From an optimization exercise on the open Yosys and OpenROAD flow, aimed at small area; shortcuts taken in it are not production practice. The RTL was checked by simulation tests, not by an equivalence proof against the original design. Power and IR drop assume default switching activity.

==> design.v <==
module kfs_fs (
    input  wire         clk,
    input  wire         rst,
    input  wire         op_start,      
    input  wire         op_push,       
    input  wire [7:0]   b,
    output wire         ev_frame,      
    output wire         ev_bad,        
    output wire [3:0]   fs_idx_o,
    output wire         frame_done,
    output wire         dpt_ok,
    output wire [4:0]   rd_d1,
    output wire [4:0]   rd_d2,
    output wire [4:0]   rd_d3,
    output wire         rd_dp,
    output wire         rd_ind,
    output reg  [4:0]   dpt_len,
    output reg  [159:0] dpt_out
);
    function [7:0] lut2_row;
        input [3:0] d;
        case (d)
            4'd0: lut2_row = 8'hFC;  4'd1: lut2_row = 8'h60;
            4'd2: lut2_row = 8'hDA;  4'd3: lut2_row = 8'hF2;
            4'd4: lut2_row = 8'h66;  4'd5: lut2_row = 8'hB6;
            4'd6: lut2_row = 8'hBE;  4'd7: lut2_row = 8'hE0;
            4'd8: lut2_row = 8'hFE;  default: lut2_row = 8'hF6;
        endcase
    endfunction
    function [7:0] lut3_row;
        input [3:0] d;
        case (d)
            4'd0: lut3_row = 8'hBE;  4'd1: lut3_row = 8'h30;
            4'd2: lut3_row = 8'hAD;  4'd3: lut3_row = 8'hB9;
            4'd4: lut3_row = 8'h33;  4'd5: lut3_row = 8'h9B;
            4'd6: lut3_row = 8'h9F;  4'd7: lut3_row = 8'hB0;
            4'd8: lut3_row = 8'hBF;  default: lut3_row = 8'hBB;
        endcase
    endfunction
    function [15:0] lut1_row;    
        input [3:0] d;
        case (d)
            4'd0: lut1_row = 16'h2F80;  4'd1: lut1_row = 16'h0C00;
            4'd2: lut1_row = 16'h2B40;  4'd3: lut1_row = 16'h2E40;
            4'd4: lut1_row = 16'h0CC0;  4'd5: lut1_row = 16'h26C0;
            4'd6: lut1_row = 16'h27C0;  4'd7: lut1_row = 16'h2C00;
            4'd8: lut1_row = 16'h2FC0;  default: lut1_row = 16'h2EC0;
        endcase
    endfunction
    function [4:0] dig2_of;
        input [7:0] p0;
        integer d;
        begin
            dig2_of = 5'd0;
            for (d = 9; d >= 0; d = d - 1)
                if ((p0 & 8'hFE) == lut2_row(d))
                    dig2_of = {1'b1, d[3:0]};
        end
    endfunction
    function [4:0] dig3_of;
        input [7:0] p1;
        integer d;
        begin
            dig3_of = 5'd0;
            for (d = 9; d >= 0; d = d - 1)
                if ((p1 & 8'hBF) == lut3_row(d))
                    dig3_of = {1'b1, d[3:0]};
        end
    endfunction
    function [4:0] dig1_of;
        input [7:0] p4;
        input [7:0] p5;
        integer d;
        begin
            dig1_of = 5'd0;
            for (d = 9; d >= 0; d = d - 1)
                if ({p4 & 8'h2F, p5 & 8'hC0} == lut1_row(d))
                    dig1_of = {1'b1, d[3:0]};
        end
    endfunction
    function [7:0] hex_char;
        input [3:0] v;
        hex_char = (v < 4'd10) ? (8'h30 + {4'd0, v}) : (8'h37 + {4'd0, v});
    endfunction
    reg [3:0] fs_idx;
    reg [7:0] payload [0:5];
    wire [7:0] pre_byte = (fs_idx == 4'd0) ? 8'hCE :
                          (fs_idx == 4'd1) ? 8'h80 :
                          (fs_idx == 4'd2) ? 8'hE0 :
                          (fs_idx == 4'd3) ? 8'hF8 : 8'h70;
    wire [4:0] nx_d1 = dig1_of(payload[4], b);
    wire [4:0] nx_d2 = dig2_of(payload[0]);
    wire [4:0] nx_d3 = dig3_of(payload[1]);
    wire       nx_emit = payload[0][0] & (nx_d1[4] | nx_d2[4] | nx_d3[4]);
    wire completing = op_push && (fs_idx == 4'd10);
    assign ev_frame = completing && nx_emit;
    assign ev_bad   = completing && !nx_emit;
    always @(posedge clk) begin
        if (rst) begin
            fs_idx <= 4'd0;
        end else if (op_start) begin
            fs_idx <= 4'd0;
        end else if (op_push) begin
            if (fs_idx <= 4'd4) begin
                if (b == pre_byte)
                    fs_idx <= fs_idx + 4'd1;
                else
                    fs_idx <= 4'd0;
            end else if (fs_idx <= 4'd10) begin
                payload[fs_idx - 4'd5] <= b;
                fs_idx <= fs_idx + 4'd1;
            end
        end
    end
    assign fs_idx_o   = fs_idx;
    assign frame_done = (fs_idx == 4'd11);
    assign rd_d1  = dig1_of(payload[4], payload[5]);
    assign rd_d2  = dig2_of(payload[0]);
    assign rd_d3  = dig3_of(payload[1]);
    assign rd_dp  = payload[3][7];
    assign rd_ind = payload[0][0];
    assign dpt_ok = frame_done && rd_ind && (rd_d1[4] || rd_d2[4] || rd_d3[4]);
    reg [7:0] s [0:19];
    reg [7:0] cs;
    integer   p;
    integer   i;
    always @* begin
        for (i = 0; i < 20; i = i + 1)
            s[i] = 8'h00;
        s[0] = "$"; s[1] = "S"; s[2] = "D"; s[3] = "D";
        s[4] = "P"; s[5] = "T"; s[6] = ",";
        p = 7;
        if (rd_d1[4]) begin s[p] = 8'h30 + {4'd0, rd_d1[3:0]}; p = p + 1; end
        if (rd_d2[4]) begin s[p] = 8'h30 + {4'd0, rd_d2[3:0]}; p = p + 1; end
        if (rd_dp)    begin s[p] = ".";                        p = p + 1; end
        if (rd_d3[4]) begin s[p] = 8'h30 + {4'd0, rd_d3[3:0]}; p = p + 1; end
        s[p] = ","; s[p+1] = "0"; s[p+2] = "."; s[p+3] = "0";
        cs = 8'h00;
        for (i = 1; i < 20; i = i + 1)
            if (i < p + 4)
                cs = cs ^ s[i];
        s[p+4] = "*";
        s[p+5] = hex_char(cs[7:4]);
        s[p+6] = hex_char(cs[3:0]);
        s[p+7] = 8'h0D;
        s[p+8] = 8'h0A;
        for (i = 0; i < 20; i = i + 1)
            dpt_out[8*i +: 8] = s[i];
        dpt_len = dpt_ok ? p[4:0] + 5'd9 : 5'd0;
    end
endmodule
module kfs_cv #(
    parameter BLOCK_CAP = 64,
    parameter LW        = 7           
) (
    input  wire          clk,
    input  wire          rst,
    input  wire          op_start,     
    input  wire          op_push,      
    input  wire [7:0]    b,
    input  wire [LW-2:0] buf_addr,
    output wire          ev_ok,        
    output wire          ev_discard,   
    output wire [1:0]    cv_st_o,
    output wire [LW-1:0] cv_len_o,
    output wire [7:0]    cv_sum_o,
    output wire          cv_hold,
    output wire          cv_trunc_o,
    output wire [7:0]    buf_rd
);
    localparam ST_ACC  = 2'd0;
    localparam ST_CKB  = 2'd1;
    localparam ST_HOLD = 2'd2;
    localparam [63:0] MARK8 = 64'h43_68_65_63_6B_73_75_6D;    
    localparam [7:0]  MARK_LAST = 8'h09;
    localparam        MK_LEN = 9;
    reg [1:0]    cv_st;
    reg [LW-1:0] cv_len;
    reg [7:0]    cv_sum;
    reg          cv_trunc;
    reg [7:0]    buf_mem [0:BLOCK_CAP-1];
    reg [63:0]   hist;                   
    wire [LW-1:0] n = cv_len + 1'b1;
    wire [7:0]    s = cv_sum + b;
    wire          at_cap = (n == BLOCK_CAP);
    wire          ended  = (cv_st == ST_CKB) || at_cap;
    wire          marker = (n >= MK_LEN) && (hist == MARK8) && (b == MARK_LAST);
    wire          active = op_push && (cv_st != ST_HOLD);
    assign ev_ok      = active && ended && (s == 8'd0);
    assign ev_discard = active && ended && (s != 8'd0);
    always @(posedge clk) begin
        if (active)
            buf_mem[cv_len[LW-2:0]] <= b;
    end
    always @(posedge clk) begin
        if (active)
            hist <= {hist[55:0], b};
    end
    always @(posedge clk) begin
        if (rst || op_start) begin
            cv_st    <= ST_ACC;
            cv_len   <= {LW{1'b0}};
            cv_sum   <= 8'd0;
            cv_trunc <= 1'b0;
        end else if (active) begin
            if (!ended) begin
                cv_len <= n;
                cv_sum <= s;
                if (marker)
                    cv_st <= ST_CKB;
            end else if (s == 8'd0) begin
                cv_len   <= n;
                cv_sum   <= 8'd0;
                cv_st    <= ST_HOLD;
                cv_trunc <= (cv_st == ST_ACC);
            end else begin
                cv_len   <= {LW{1'b0}};
                cv_sum   <= 8'd0;
                cv_st    <= ST_ACC;
                cv_trunc <= 1'b0;
            end
        end
    end
    assign cv_st_o    = cv_st;
    assign cv_len_o   = cv_len;
    assign cv_sum_o   = cv_sum;
    assign cv_hold    = (cv_st == ST_HOLD);
    assign cv_trunc_o = cv_trunc;
    assign buf_rd     = buf_mem[buf_addr];
endmodule
module kfs_sc (
    input  wire        clk,
    input  wire        rst,
    input  wire        op_clr,       
    input  wire        op_push,      
    input  wire        op_fmt,       
    input  wire [7:0]  c,
    input  wire [1:0]  kind,         
    input  wire        prec,         
    output wire        ev_done,
    output wire        ev_missing,
    output wire        ev_badtok,
    output wire [1:0]  sc_stat_o,
    output wire [3:0]  sc_olen_o,
    output wire [95:0] sc_out_o
);
    localparam TOK_MAX = 10;
    localparam OUT_MAX = 12;
    localparam K_V = 2'd0;
    localparam K_I = 2'd1;
    localparam K_P = 2'd2;
    localparam K_E = 2'd3;
    localparam STAT_NONE    = 2'd0;
    localparam STAT_OK      = 2'd1;
    localparam STAT_MISSING = 2'd2;
    localparam STAT_BADTOK  = 2'd3;
    reg        sc_neg;
    reg [3:0]  sc_n;
    reg [3:0]  sc_dig [0:TOK_MAX-1];
    reg        sc_bad;
    reg [1:0]  sc_stat;
    reg [3:0]  sc_olen;
    reg [7:0]  sc_out [0:OUT_MAX-1];
    wire is_minus = (c == 8'h2D);
    wire is_digit = (c >= 8'h30) && (c <= 8'h39);
    reg [3:0]  pd [0:TOK_MAX-1];      
    reg [3:0]  m;                     
    reg [3:0]  shift;                 
    reg [7:0]  o [0:OUT_MAX-1];
    reg [3:0]  olen;
    integer    p;
    integer    i;
    always @* begin
        shift = (sc_n < 4'd4) ? (4'd4 - sc_n) : 4'd0;
        m     = sc_n + shift;
        for (i = 0; i < TOK_MAX; i = i + 1)
            pd[i] = (i < shift) ? 4'd0 : sc_dig[i - shift];
        for (i = 0; i < OUT_MAX; i = i + 1)
            o[i] = 8'h00;
        p = 0;
        case (kind)
            K_V: begin
                for (i = 0; i < TOK_MAX; i = i + 1) begin
                    if (i < m) begin
                        if (i == m - 3) begin
                            o[p] = "."; p = p + 1;
                        end
                        if (!(prec && i == m - 1)) begin
                            o[p] = {4'h3, pd[i]}; p = p + 1;
                        end
                    end
                end
            end
            K_I: begin
                if (sc_neg) begin
                    o[p] = "-"; p = p + 1;
                end
                if (!prec) begin
                    for (i = 0; i < TOK_MAX; i = i + 1)
                        if (i < sc_n) begin
                            o[p] = {4'h3, sc_dig[i]}; p = p + 1;
                        end
                end else begin
                    for (i = 0; i < TOK_MAX; i = i + 1) begin
                        if (i < m - 2) begin
                            if (i == m - 3) begin
                                o[p] = "."; p = p + 1;
                            end
                            o[p] = {4'h3, pd[i]}; p = p + 1;
                        end
                    end
                end
            end
            K_P: begin
                for (i = 0; i < TOK_MAX; i = i + 1)
                    if (i < sc_n) begin
                        o[p] = {4'h3, sc_dig[i]}; p = p + 1;
                    end
                o[p] = "."; o[p+1] = "0"; p = p + 2;
            end
            default: begin    
                for (i = 0; i < TOK_MAX; i = i + 1)
                    if (i < sc_n) begin
                        o[p] = {4'h3, sc_dig[i]}; p = p + 1;
                    end
                o[p] = "0"; p = p + 1;
            end
        endcase
        olen = p[3:0];
    end
    wire fmt_bad     = sc_bad || (sc_neg && kind != K_I);
    wire fmt_missing = !fmt_bad && (sc_n == 4'd0);
    wire fmt_ok      = !fmt_bad && !fmt_missing;
    assign ev_done    = op_fmt && fmt_ok;
    assign ev_missing = op_fmt && fmt_missing;
    assign ev_badtok  = op_fmt && fmt_bad;
    always @(posedge clk) begin
        if (rst || op_clr) begin
            sc_neg  <= 1'b0;
            sc_n    <= 4'd0;
            sc_bad  <= 1'b0;
            sc_stat <= STAT_NONE;
            sc_olen <= 4'd0;
        end else if (op_push) begin
            sc_stat <= STAT_NONE;
            sc_olen <= 4'd0;
            if (is_minus) begin
                if (sc_n == 4'd0 && !sc_neg)
                    sc_neg <= 1'b1;
                else
                    sc_bad <= 1'b1;
            end else if (is_digit) begin
                if (sc_n < TOK_MAX) begin
                    sc_dig[sc_n] <= c[3:0];
                    sc_n <= sc_n + 4'd1;
                end else begin
                    sc_bad <= 1'b1;
                end
            end else begin
                sc_bad <= 1'b1;
            end
        end else if (op_fmt) begin
            if (fmt_bad) begin
                sc_stat <= STAT_BADTOK;
                sc_olen <= 4'd0;
            end else if (fmt_missing) begin
                sc_stat <= STAT_MISSING;
                sc_olen <= 4'd0;
            end else begin
                sc_stat <= STAT_OK;
                sc_olen <= olen;
                for (i = 0; i < OUT_MAX; i = i + 1)
                    sc_out[i] <= o[i];
            end
        end
    end
    assign sc_stat_o = sc_stat;
    assign sc_olen_o = sc_olen;
    genvar g;
    generate
        for (g = 0; g < OUT_MAX; g = g + 1) begin : g_out
            assign sc_out_o[8*g +: 8] = sc_out[g];
        end
    endgenerate
endmodule
module kfs (
    input  wire         clk,
    input  wire         rst,           
    input  wire         in_valid,
    input  wire [15:0]  in_word,
    input  wire [5:0]   buf_addr,
    output reg  [3:0]   ev,
    output reg          st_ill,
    output wire [3:0]   fs_idx,
    output wire         frame_done,
    output wire         dpt_ok,
    output wire [4:0]   rd_d1,
    output wire [4:0]   rd_d2,
    output wire [4:0]   rd_d3,
    output wire         rd_dp,
    output wire         rd_ind,
    output wire [4:0]   dpt_len,
    output wire [159:0] dpt_out,
    output wire [1:0]   cv_st,
    output wire [6:0]   cv_len,
    output wire [7:0]   cv_sum,
    output wire         cv_hold,
    output wire         cv_trunc,
    output wire [7:0]   buf_rd,
    output wire [1:0]   sc_stat,
    output wire [3:0]   sc_olen,
    output wire [95:0]  sc_out
);
    localparam EV_NONE          = 4'd0;
    localparam EV_FRAME         = 4'd1;
    localparam EV_BAD_DATA      = 4'd2;
    localparam EV_BLOCK_OK      = 4'd3;
    localparam EV_BLOCK_DISCARD = 4'd4;
    localparam EV_SC_DONE       = 4'd5;
    localparam EV_SC_MISSING    = 4'd6;
    localparam EV_SC_BADTOK     = 4'd7;
    localparam EV_ILLEGAL       = 4'd8;
    wire [3:0] op  = in_word[15:12];
    wire       mbz = (in_word[11:8] == 4'd0);
    wire       lo0 = (in_word[7:0] == 8'd0);
    wire w_fs_start = mbz && op == 4'h1 && lo0;
    wire w_fs_push  = mbz && op == 4'h2;
    wire w_cv_start = mbz && op == 4'h3 && lo0;
    wire w_cv_push  = mbz && op == 4'h4;
    wire w_sc_clr   = mbz && op == 4'h5 && lo0;
    wire w_sc_push  = mbz && op == 4'h6;
    wire w_sc_fmt   = mbz && op == 4'h7 && in_word[7:4] == 4'd0 && in_word[2] == 1'b0;
    wire w_legal    = w_fs_start | w_fs_push | w_cv_start | w_cv_push |
                      w_sc_clr | w_sc_push | w_sc_fmt;
    wire do_fs_start = in_valid && w_fs_start;
    wire do_fs_push  = in_valid && w_fs_push;
    wire do_cv_start = in_valid && w_cv_start;
    wire do_cv_push  = in_valid && w_cv_push;
    wire do_sc_clr   = in_valid && w_sc_clr;
    wire do_sc_push  = in_valid && w_sc_push;
    wire do_sc_fmt   = in_valid && w_sc_fmt;
    wire fs_ev_frame, fs_ev_bad;
    wire cv_ev_ok, cv_ev_discard;
    wire sc_ev_done, sc_ev_missing, sc_ev_badtok;
    kfs_fs u_fs (
        .clk        (clk),
        .rst        (rst),
        .op_start   (do_fs_start),
        .op_push    (do_fs_push),
        .b          (in_word[7:0]),
        .ev_frame   (fs_ev_frame),
        .ev_bad     (fs_ev_bad),
        .fs_idx_o   (fs_idx),
        .frame_done (frame_done),
        .dpt_ok     (dpt_ok),
        .rd_d1      (rd_d1),
        .rd_d2      (rd_d2),
        .rd_d3      (rd_d3),
        .rd_dp      (rd_dp),
        .rd_ind     (rd_ind),
        .dpt_len    (dpt_len),
        .dpt_out    (dpt_out)
    );
    kfs_cv #(.BLOCK_CAP(64), .LW(7)) u_cv (
        .clk        (clk),
        .rst        (rst),
        .op_start   (do_cv_start),
        .op_push    (do_cv_push),
        .b          (in_word[7:0]),
        .buf_addr   (buf_addr),
        .ev_ok      (cv_ev_ok),
        .ev_discard (cv_ev_discard),
        .cv_st_o    (cv_st),
        .cv_len_o   (cv_len),
        .cv_sum_o   (cv_sum),
        .cv_hold    (cv_hold),
        .cv_trunc_o (cv_trunc),
        .buf_rd     (buf_rd)
    );
    kfs_sc u_sc (
        .clk        (clk),
        .rst        (rst),
        .op_clr     (do_sc_clr),
        .op_push    (do_sc_push),
        .op_fmt     (do_sc_fmt),
        .c          (in_word[7:0]),
        .kind       (in_word[1:0]),
        .prec       (in_word[3]),
        .ev_done    (sc_ev_done),
        .ev_missing (sc_ev_missing),
        .ev_badtok  (sc_ev_badtok),
        .sc_stat_o  (sc_stat),
        .sc_olen_o  (sc_olen),
        .sc_out_o   (sc_out)
    );
    always @(posedge clk) begin
        if (rst) begin
            ev     <= EV_NONE;
            st_ill <= 1'b0;
        end else if (in_valid) begin
            if (!w_legal) begin
                ev     <= EV_ILLEGAL;
                st_ill <= 1'b1;
            end else if (fs_ev_frame)   ev <= EV_FRAME;
            else if (fs_ev_bad)         ev <= EV_BAD_DATA;
            else if (cv_ev_ok)          ev <= EV_BLOCK_OK;
            else if (cv_ev_discard)     ev <= EV_BLOCK_DISCARD;
            else if (sc_ev_done)        ev <= EV_SC_DONE;
            else if (sc_ev_missing)     ev <= EV_SC_MISSING;
            else if (sc_ev_badtok)      ev <= EV_SC_BADTOK;
            else                        ev <= EV_NONE;
        end
    end
endmodule
==> run.sh <==
#!/bin/bash
# synth_recipe.tcl (not shown) runs the flow's synth.tcl, then flattens the netlist and writes it again
# the make line also repeats each setting of config.mk as NAME=value (left out here)
make -C /OpenROAD-flow-scripts/flow DESIGN_CONFIG=/design/flow/config.mk WORK_HOME=/design/flow/orfs CLKGATE_MAP_FILE= SYNTH_SCRIPT=/design/flow/synth_recipe.tcl finish
==> config.mk <==
export PLATFORM = sky130hd
export DESIGN_NAME = kfs
export DESIGN_NICKNAME = kfs
export VERILOG_FILES = /design/flow/design.v
export SDC_FILE = /design/flow/constraint.sdc
export NUM_CORES = 4
export LEC_CHECK = 0
export CAP_MARGIN = 20
export CORE_MARGIN = 2
export CORE_UTILIZATION = 30
export PLACE_DENSITY = 0.5
export SLEW_MARGIN = 20
==> constraint.sdc <==
create_clock -name core_clock -period 20.0 [get_ports {clk}]
set_input_delay 4.0000 -clock core_clock [delete_from_list [all_inputs] [get_ports {clk}]]
set_output_delay 4.0000 -clock core_clock [all_outputs]
set_load 0.01 [all_outputs]
==> reports/qor.txt <==
outcome: timing/DRC/antenna clean
Switch Pwr: 0.000943 W
# clock sinks: 774
die area: 0.253 sq mm
Most common cell on crit path: ha_1
relative slew slack: 10.5%
flops & latches, synth: 774
Core ar.: 0.248 sq mm
largest net degree at the start of global routing: 78
synthesized area: 0.0746 sq mm
Wirelength per Cell: 38.0 um
CP max FO: 7
Ys Warns: 8
critical path capture point type: flop
Final Cycle Share: 94.1%
Slew @ Worst Pin: 1.33 ns
final hold vios: 0
# rows: 183
GR Util All Layers: 35.7%
I/O pins: 347
initial antenna violation count: 57
CTS Root Cell: clkbuf_16
sw frac: 25.4%
nets: 9265
fin cells: 12400
Critical Path RT: 20.45 ns
final worst slack: 1.17 ns
DRT Pass-1 Iters: 9
CP arrival: 19.28 ns
number of library cell types mapped by synthesis: 135
Slew Limit Fails: 0
CTS tree: built
LEAKAGE: 29.6 nW
Final Critical Period: 18.83 ns
async set-reset flop share out of synthesis: 0%
predominant post-synthesis flop cell: edfxtp_1
synth top area cells: edfxtp_1 (30%), mux4_2 (6.9%), nand2_1 (5.3%)
setup TNS: 0 ns
syn_area_per_cell: 8.50 sq um
post-synth top area share: 29.6%
clock skew: 0.0577 ns
Flop pwr share: 47.7%
DR DRC count: 0
max-cap viol count: 0
Cells after Synth: 8773
Starting Density: 30.1%
met2 Use GR: 52.4%
via count: 80800
total power: 0.00372 W
vias in the first global route: 74800
VDD IR max: 0.0614 mV
PortBufs: 302
Max Freq: 0.0531 GHz
Die Span X: 503 um
Critical Path Slowest Stage Cell: nor4b_1
WS Path Type: in2reg
Comb pwr share: 7.4%
Final HPWL DP: 372000 um
ANT nets after route: 0
hold buffers post-CTS: 0
CTS resizes: 0
Worst-Skew Late Latency: 0.74 ns
global route hottest layer: met2
Setup crit start kind: input pin
worst setup slack after placement: 0.760 ns
vias per std cell: 6.54
Post-CTS Setup Inserts: 0
Die H: 503 um
Post-synth EDFFs: 735
design area: 0.0852 sq mm
worst hold-check path type: reg2reg
final setup vio count: 0
Crit path largest cell delay: 0.67 ns
layout cell share with drive strength beyond 1: 10.5%
area leader, netlist: edfxtp_1
area grow syn2layout: 14.3%
internal power: 0.00277 W
Max clock buf depth: 3
clk slew on worst S/H paths: 0.10 ns
sequential share of the synthesized area: 30.6%
DRT Wirelength: 469000 um
drt initial violations: 12300
first-pass GRT wire length: 634000 um
Placed Instances: 12200
GPL Wtd Cong: 1.05
grt total ovfl: 0
clock network power share: 44.9%
unrepaired setup endpoints after global routing: no
DP Area: 0.0823 sq mm
TritonCTS buffer count: 85
PwrDens: 43.6 mW/mm^2
grt met1 use: 50.1%
H-tree Lvls: 3
met3 usage: 8.95%
cell type report:
class                   count  area (sq um)
multi-input cells        7247         49000
clock inverters            61           721
fillers                 25800        163000
diodes                      9          22.5
repair buffers            620          5410
well taps                3330          4170
flip-flops and latches    774         22900
inverters                 223           837
clock buffers              99          2180
cell usage after synthesis, types with 100 or more instances:
master and n:
ha_1 286, a211oi_1 141, mux4_2 228, nor2_1 994, mux2i_1 178, and2_1 102
o211ai_1 107, nor3_1 331, inv_1 205, a31oi_1 140, o21ai_0 472, edfxtp_1 735
o22ai_1 172, and3_1 134, a22oi_1 115, nand4_1 100, xnor2_1 166, clkbuf_1 422
nand2_1 1044, nand3_1 369, a21oi_1 626
power groups by stage:
stage | combinational, W | sequential, W | clock (W)
final | 0.000275 | 0.00177 | 0.00167
after floorplan | 0.000139 | 0.00181 | 0
after global routing | 0.000284 | 0.00177 | 0.00175
after CTS | 0.000270 | 0.00177 | 0.00169
after detailed placement | 0.000269 | 0.00181 | 0
after global placement | 0.000269 | 0.00181 | 0
layout by cell type (no fill, tap or decap), drive strengths merged, types with 64 or more instances in the layout:
cell	n
nor2	1000
nand2b	72
mux2i	183
ha	286
a31oi	140
conb	64
a22oi	115
nand3	369
o21ai	498
mux4	228
clkbuf	101
a21oi	629
edfxtp	735
inv	224
nand2	1046
nand4	100
o211ai	107
a221oi	89
a211oi	147
clkdlybuf4s50	290
xnor2	184
nor3	338
buf	328
and3	134
o22ai	172
and2	107
nor4	96
layer usage:
layer,wire length (um),share of wire (%),vias up
met1,201000,43,40700
met3,50600,11,882
met4,20800,4.4,54
met2,196000,42,5206
met5,354,0.075,-
li1,-,-,34000
sequential cells by signal, indices dropped and copies added, names as in the netlist:
signal         cells
ev                 4
st_ill             1
u_cv.buf_mem     512
u_cv.cv_len        7
u_cv.cv_st         2
u_cv.cv_sum        8
u_cv.cv_trunc      1
u_cv.hist         64
u_fs.fs_idx        4
u_fs.payload      23
u_sc.sc_bad        1
u_sc.sc_dig       64
u_sc.sc_n          4
u_sc.sc_neg        1
u_sc.sc_olen       4
u_sc.sc_out       72
u_sc.sc_stat       2
final timing paths:
check | depth (start not counted) | slack [ns] | from | to
min | 0 | 0.42 | u_cv.hist[48]$_DFFE_PP_ | u_cv.hist[56]$_DFFE_PP_
max reg2reg | 57 | 1.63 | u_sc.sc_n[0]$_SDFFE_PP0P_ | u_sc.sc_out[10][3]$_DFFE_PP_
min reg2reg | 0 | 0.42 | u_cv.hist[48]$_DFFE_PP_ | u_cv.hist[56]$_DFFE_PP_
max | 65 | 1.17 | in_word[3] | u_sc.sc_out[5][3]$_DFFE_PP_
cell families after synthesis:
logic type                 after synthesis  synth area share, %
and+or+nand+nor                       3558                 22.4
AOI/OAI and AO/OA                     2640                 23.9
buffers and inverters                  814                 4.49
DFF                                    774                 30.6
muxes                                  433                 9.72
adders and majority gates              290                 4.89
xor gates and xnor gates               262                 3.92
other                                    2               0.0101
worst max-delay path: cells and delay by family:
| family | cells | cell delay [ns] |
|---|---|---|
| AO/OA/AOI/OAI | 18 | 4.24 |
| adder cells (fa/ha/maj) | 18 | 6.01 |
| buffers and inverters | 8 | 1.12 |
| multiplexers | 3 | 1.06 |
| AND/OR/NAND/NOR | 18 | 2.78 |
per-stage QoR:
stage               hold slack [ns]  utilization, %
floorplan                     0.417               -
global placement              0.425            33.1
detailed placement            0.426            33.2
CTS                           0.434            34.3
global route                  0.444            34.4
finish                        0.421            34.4

## static timing again, ports no longer ideal
No port has a modelled driver above. Below, the same layout with a new extraction and two added sets of constraints.
Step 1: set_driving_cell puts a clkbuf_16 on clk and a buf_2 on each other input, an assumption about the parent block.
Step 2, shift: input delay + t, output delay - t, t = (earliest + latest rising clock arrival at the registers) / 2. This alone moves slack from input paths to output paths.
a / b / c = ideal / step 1 / step 2; a / b = the first two.
t, ns: 0.796
setup WS [ns]: 1.173 / 1.219 / 0.423
worst hold slack (ns): 0.421 / 0.421 / 0.421
After both steps this run still meets setup and hold. For this run, drivers alone change the setup slack by +0.046 ns; drivers and shift together by -0.750 ns.
